This design comes from an exercise in tuning for small area, a short achievable clock period and few clock cycles on the open sky130 flow, not from production work.
The RTL was checked by simulation tests, not by an equivalence proof against the original design.

Setup of lane 1:
==> flow/design.v <==
module lzw_encoder (
    input  wire       clk,
    input  wire       rst,
    input  wire       in_valid,
    output wire       in_ready,
    input  wire [7:0] in_data,
    input  wire       in_last,
    output wire       out_valid,
    input  wire       out_ready,
    output wire [7:0] out_data,
    output wire       out_last,
    output reg        done,
    output reg        err,
    output reg  [8:0] tok_count,
    output reg  [9:0] next_code
);
    localparam DICT_CAP = 384;
    localparam NENT     = DICT_CAP - 256;    
    localparam QD       = 2;                 
    localparam QW       = 1;                 
    reg       h_v, h_l, n_v, n_l, s_v, s_l;
    reg [7:0] h_d, n_d, s_d;
    assign in_ready = !s_v;
    wire in_fire = in_valid && !s_v;
    reg [8:0] pfx [0:NENT-1];    
    reg [7:0] byt [0:NENT-1];
    reg [7:0] ncnt;              
    reg [NENT-1:0] be;           
    reg       be_ok;             
    reg       nm;                
    reg [6:0] nm_idx;            
    reg [8:0] cur;               
    reg       have_cur;          
    reg       pend;              
    reg       drain;             
    reg [8:0]    q_code [0:QD-1];
    reg          q_last [0:QD-1];
    reg          q_err  [0:QD-1];
    reg [QW-1:0] q_wp, q_rp;
    reg [QW:0]   q_cnt;
    reg          q_full;         
    reg       hit;
    reg [6:0] hit_idx;
    integer   i;
    always @(*) begin
        hit     = nm;
        hit_idx = nm ? nm_idx : 7'd0;
        for (i = 0; i < NENT; i = i + 1) begin
            if (be[i] && pfx[i] == cur) begin
                hit     = 1'b1;
                hit_idx = hit_idx | i[6:0];
            end
        end
    end
    wire full = ncnt[7];                        
    wire go   = h_v && !pend && !q_full &&      
                (be_ok || drain || !have_cur);
    wire look = go && !drain && have_cur;       
    wire miss_push = look && !hit;
    wire pend_push = pend && !q_full;
    wire push = pend_push || miss_push;
    wire push_last = pend || full;
    wire push_err  = !pend && full;
    wire pop;    
    wire [7:0] nh    = go ? n_d : h_d;
    wire       nh_ok = go ? n_v : h_v;
    reg [NENT-1:0] be_nx;
    always @(*) begin
        for (i = 0; i < NENT; i = i + 1)
            be_nx[i] = (i < ncnt) && byt[i] == nh;
    end
    wire nm_nx = look && !hit && !full && (cur == {1'b0, h_d}) && (nh == h_d);
    always @(posedge clk) begin
        if (!full) begin
            pfx[ncnt[6:0]] <= cur;
            byt[ncnt[6:0]] <= h_d;
        end
        if (!q_full) begin
            q_code[q_wp] <= cur;
            q_last[q_wp] <= push_last;
            q_err[q_wp]  <= push_err;
        end
    end
    wire [QW:0] q_inc = q_cnt + 1'b1;
    wire [QW:0] q_dec = q_cnt - 1'b1;
    wire        q_nf  = (q_cnt == QD - 1);
    always @(posedge clk) begin
        if (rst) begin
            h_v <= 1'b0; n_v <= 1'b0; s_v <= 1'b0;
            be_ok <= 1'b0; nm <= 1'b0;
            have_cur <= 1'b0; pend <= 1'b0; drain <= 1'b0;
            ncnt <= 8'd0;
            q_wp <= {QW{1'b0}}; q_rp <= {QW{1'b0}};
            q_cnt <= {(QW+1){1'b0}}; q_full <= 1'b0;
        end else begin
            if (go) begin
                h_v <= n_v || in_fire;
                if (n_v) begin h_d <= n_d; h_l <= n_l; end
                else     begin h_d <= in_data; h_l <= in_last; end
                n_v <= s_v || (n_v && in_fire);
                if (s_v) begin n_d <= s_d; n_l <= s_l; end
                else     begin n_d <= in_data; n_l <= in_last; end
                s_v <= 1'b0;
            end else if (!h_v) begin
                h_v <= in_fire; h_d <= in_data; h_l <= in_last;
            end else if (!n_v) begin
                n_v <= in_fire; n_d <= in_data; n_l <= in_last;
            end else if (in_fire) begin
                s_v <= 1'b1; s_d <= in_data; s_l <= in_last;
            end
            be    <= be_nx;
            be_ok <= nh_ok;
            nm    <= nm_nx;
            nm_idx <= ncnt[6:0];
            if (pend) begin
                if (!q_full) pend <= 1'b0;
            end else if (go) begin
                if (drain) begin
                    if (h_l) drain <= 1'b0;
                end else begin
                    cur <= (have_cur && hit) ? {2'b10, hit_idx} : {1'b0, h_d};
                    if (!have_cur) begin
                        if (h_l) pend <= 1'b1;
                        else     have_cur <= 1'b1;
                    end else if (hit) begin
                        if (h_l) begin pend <= 1'b1; have_cur <= 1'b0; ncnt <= 8'd0; end
                    end else if (full) begin
                        have_cur <= 1'b0;
                        ncnt <= 8'd0;
                        if (!h_l) drain <= 1'b1;
                    end else begin
                        if (h_l) begin pend <= 1'b1; have_cur <= 1'b0; ncnt <= 8'd0; end
                        else     ncnt <= ncnt + 8'd1;
                    end
                end
            end
            if (push) q_wp <= q_wp + 1'b1;
            if (pop)  q_rp <= q_rp + 1'b1;
            if (push) begin
                q_cnt  <= pop ? q_cnt : q_inc;
                q_full <= pop ? q_full : q_nf;
            end else begin
                q_cnt  <= pop ? q_dec : q_cnt;
                q_full <= pop ? 1'b0 : q_full;
            end
        end
    end
    reg       a_v, a_l, a_e;
    reg [1:0] a_d2;              
    reg [6:0] a_r;               
    wire      a_take;            
    assign pop = (q_cnt != 0) && (!a_v || a_take);
    wire [8:0] hc = q_code[q_rp];
    wire [1:0] hd2 = (hc >= 9'd300) ? 2'd3 : (hc >= 9'd200) ? 2'd2 :
                     (hc >= 9'd100) ? 2'd1 : 2'd0;
    wire [8:0] hr  = hc - 9'd100 * hd2;
    always @(posedge clk) begin
        if (rst) begin
            a_v <= 1'b0;
        end else if (!a_v || a_take) begin
            a_v  <= (q_cnt != 0);
            a_d2 <= hd2;
            a_r  <= hr[6:0];
            a_l  <= q_last[q_rp];
            a_e  <= q_err[q_rp];
        end
    end
    wire [3:0] c2 = {2'b00, a_d2};
    wire [3:0] c1 = a_r / 10;
    wire [3:0] c0 = a_r % 10;
    reg [15:0] csym;
    reg [2:0]  clen;
    always @(*) begin
        if (a_d2 != 2'd0) begin
            csym = {c2, c1, c0, 4'hC}; clen = 3'd4;
        end else if (a_r >= 7'd10) begin
            csym = {c1, c0, 4'hC, 4'hC}; clen = 3'd3;
        end else begin
            csym = {c0, 4'hC, 4'hC, 4'hC}; clen = 3'd2;
        end
        if (a_l) clen = clen - 3'd1;
    end
    reg        c_v, c_l, c_e;
    reg [15:0] c_sym;
    reg [2:0]  c_len;
    wire       c_take;           
    assign a_take = a_v && (!c_v || c_take);
    always @(posedge clk) begin
        if (rst) begin
            c_v <= 1'b0;
        end else if (!c_v || c_take) begin
            c_v <= a_v;
            c_sym <= csym; c_len <= clen; c_l <= a_l; c_e <= a_e;
        end
    end
    reg        ov, ol;
    reg [7:0]  ob;
    reg [11:0] t_sym;        
    reg [1:0]  t_cnt;
    reg        t_last, t_err;
    reg [8:0]  ctok;         
    reg        newmsg;       
    reg        dwait;        
    assign out_valid = ov;
    assign out_data  = ob;
    assign out_last  = ol;
    wire adv = !ov || out_ready;
    wire blk = (ov && ol) || dwait;
    assign c_take = adv && !blk && (t_cnt == 2'd0) && c_v;
    wire last_fire = ov && out_ready && ol;
    function [7:0] symbyte(input [3:0] s);
        symbyte = {3'b001, s != 4'hC, s};
    endfunction
    always @(posedge clk) begin
        if (rst) begin
            ov <= 1'b0; ol <= 1'b0; t_cnt <= 2'd0;
            newmsg <= 1'b1; ctok <= 9'd0; dwait <= 1'b0;
            done <= 1'b0;
        end else begin
            if (adv) begin
                if (blk) begin
                    ov <= 1'b0;
                end else if (t_cnt != 2'd0) begin
                    ov    <= 1'b1;
                    ob    <= symbyte(t_sym[11:8]);
                    ol    <= t_last && (t_cnt == 2'd1);
                    t_sym <= {t_sym[7:0], 4'h0};
                    t_cnt <= t_cnt - 2'd1;
                end else if (c_v) begin
                    ov     <= 1'b1;
                    ob     <= symbyte(c_sym[15:12]);
                    ol     <= c_l && (c_len == 3'd1);
                    t_sym  <= c_sym[11:0];
                    t_cnt  <= c_len[1:0] - 2'd1;
                    t_last <= c_l;
                    t_err  <= c_e;
                    newmsg <= c_l;
                    ctok   <= newmsg ? 9'd1 : ctok + 9'd1;
                end else begin
                    ov <= 1'b0;
                end
            end
            done <= 1'b0;
            if (last_fire) begin
                err       <= t_err;
                tok_count <= ctok;
                next_code <= {1'b0, ctok} + 10'd255;
                if (t_err && drain) dwait <= 1'b1;
                else                done  <= 1'b1;
            end else if (dwait && !drain) begin
                dwait <= 1'b0;
                done  <= 1'b1;
            end
        end
    end
endmodule
export LEC_CHECK = 0
export CAP_MARGIN = 20
export CORE_MARGIN = 2
export CORE_UTILIZATION = 40
export CTS_BUF_LIST = sky130_fd_sc_hd__clkbuf_16
export CTS_CLUSTER_DIAMETER = 80
export CTS_CLUSTER_SIZE = 24
export SLEW_MARGIN = 20
export SETUP_SLACK_MARGIN = 6.5
create_clock -name core_clock -period 10.0 [get_ports {clk}]
standard.sh (not shown) runs the stock make flow with config.mk's settings and CLKGATE_MAP_FILE= SYNTH_SCRIPT=/design/flow/synth_recipe.tcl, a recipe that flattens the netlist after the stock synthesis.
==> flow/flow/run.sh <==
#!/bin/bash
set -euo pipefail
MARGIN=$(cat flow/margin.txt)
grep -v '^export SETUP_SLACK_MARGIN' config.mk > config.mk.new
echo "export SETUP_SLACK_MARGIN = ${MARGIN}" >> config.mk.new
mv config.mk.new config.mk
bash standard.sh > standard.log 2>&1
==> flow/flow/margin.txt <==
6.5
Lane 1 did not stop at any stage, and its layout met the timing, design-rule and antenna checks.
Testbench counts of lane 1, summed over its fixed seeds: cycles 146,039.
## Diff of input files: lane 2 against lane 1
-- flow/design.v --
<<< lane 1, line 31
    reg [6:0] nm_idx;            
    reg [8:0] cur;               
    reg       have_cur;          
    reg       pend;              
>>> lane 2, line 31
    reg [6:0] nm_idx;            
    reg [8:0] cur;               
    reg [8:0] cur_n;             
    reg       have_cur;          
    reg       pend;              
<<< lane 1, line 47
        hit_idx = nm ? nm_idx : 7'd0;
        for (i = 0; i < NENT; i = i + 1) begin
            if (be[i] && pfx[i] == cur) begin
                hit     = 1'b1;
                hit_idx = hit_idx | i[6:0];
>>> lane 2, line 48
        hit_idx = nm ? nm_idx : 7'd0;
        for (i = 0; i < NENT; i = i + 1) begin
            if (be[i] && pfx[i] == (i < NENT / 2 ? cur : ~cur_n)) begin
                hit     = 1'b1;
                hit_idx = hit_idx | i[6:0];
<<< lane 1, line 63
    wire push_err  = !pend && full;
    wire pop;    
    wire [7:0] nh    = go ? n_d : h_d;
    wire       nh_ok = go ? n_v : h_v;
>>> lane 2, line 64
    wire push_err  = !pend && full;
    wire pop;    
    wire       cur_ld = go && !pend && !drain;
    wire [8:0] cur_x  = (have_cur && hit) ? {2'b10, hit_idx} : {1'b0, h_d};
    always @(posedge clk) begin
        cur   <= cur_ld ?  cur_x : ~cur_n;
        cur_n <= cur_ld ? ~cur_x : ~cur;
    end
    wire [7:0] nh    = go ? n_d : h_d;
    wire       nh_ok = go ? n_v : h_v;
<<< lane 1, line 76
            byt[ncnt[6:0]] <= h_d;
        end
        if (!q_full) begin
            q_code[q_wp] <= cur;
>>> lane 2, line 83
            byt[ncnt[6:0]] <= h_d;
        end
        be     <= be_nx;
        nm_idx <= ncnt[6:0];
        if (!q_full) begin
            q_code[q_wp] <= cur;
<<< lane 1, line 109
                s_v <= 1'b1; s_d <= in_data; s_l <= in_last;
            end
            be    <= be_nx;
            be_ok <= nh_ok;
            nm    <= nm_nx;
            nm_idx <= ncnt[6:0];
            if (pend) begin
                if (!q_full) pend <= 1'b0;
>>> lane 2, line 118
                s_v <= 1'b1; s_d <= in_data; s_l <= in_last;
            end
            be_ok <= nh_ok;
            nm    <= nm_nx;
            if (pend) begin
                if (!q_full) pend <= 1'b0;
<<< lane 1, line 119
                    if (h_l) drain <= 1'b0;
                end else begin
                    cur <= (have_cur && hit) ? {2'b10, hit_idx} : {1'b0, h_d};
                    if (!have_cur) begin
                        if (h_l) pend <= 1'b1;
>>> lane 2, line 126
                    if (h_l) drain <= 1'b0;
                end else begin
                    if (!have_cur) begin
                        if (h_l) pend <= 1'b1;
On utilization, lane 1 tracks lane 2 almost exactly. Capture point of the critical path = ncnt[2]: lane 1; capture point of the critical path = cur_n[6]: lane 2. Fmax on lane 2 is up relative to lane 1. Setup slack in lane 2 is larger than in lane 1. Width of the die (lower): lane 2. Against lane 1, lane 2 comes in 1 lower on critical path depth.
Testbench counts of lane 2, summed over its fixed seeds: cycles 146,039.

re-timing with driven ports:
The results above use ideal ports. As a check the final layouts listed here were re-extracted and re-timed, cells and wires unchanged.
Step 1, drivers: a clkbuf_16 drives clk and a buf_2 each remaining input, both assumed.
Step 2 also shifts input and output timing later by t, the mid clock arrival at the registers, as if the neighbouring blocks saw the same clock.
Three values: no drivers, after step 1, after step 2; two values: the first two.
run | t (ns) | setup slack, ns | worst setup path after step 2
lane 1 | 0.941 | 6.362 / 6.362 / 5.735 | input to register
lane 2 | 0.925 | 6.433 / 6.433 / 5.759 | input to register
After both steps setup and hold are still met in every run listed. For lane 2, which loses most, drivers alone change the setup slack by 0.000 ns; drivers and shift together by -0.674 ns.
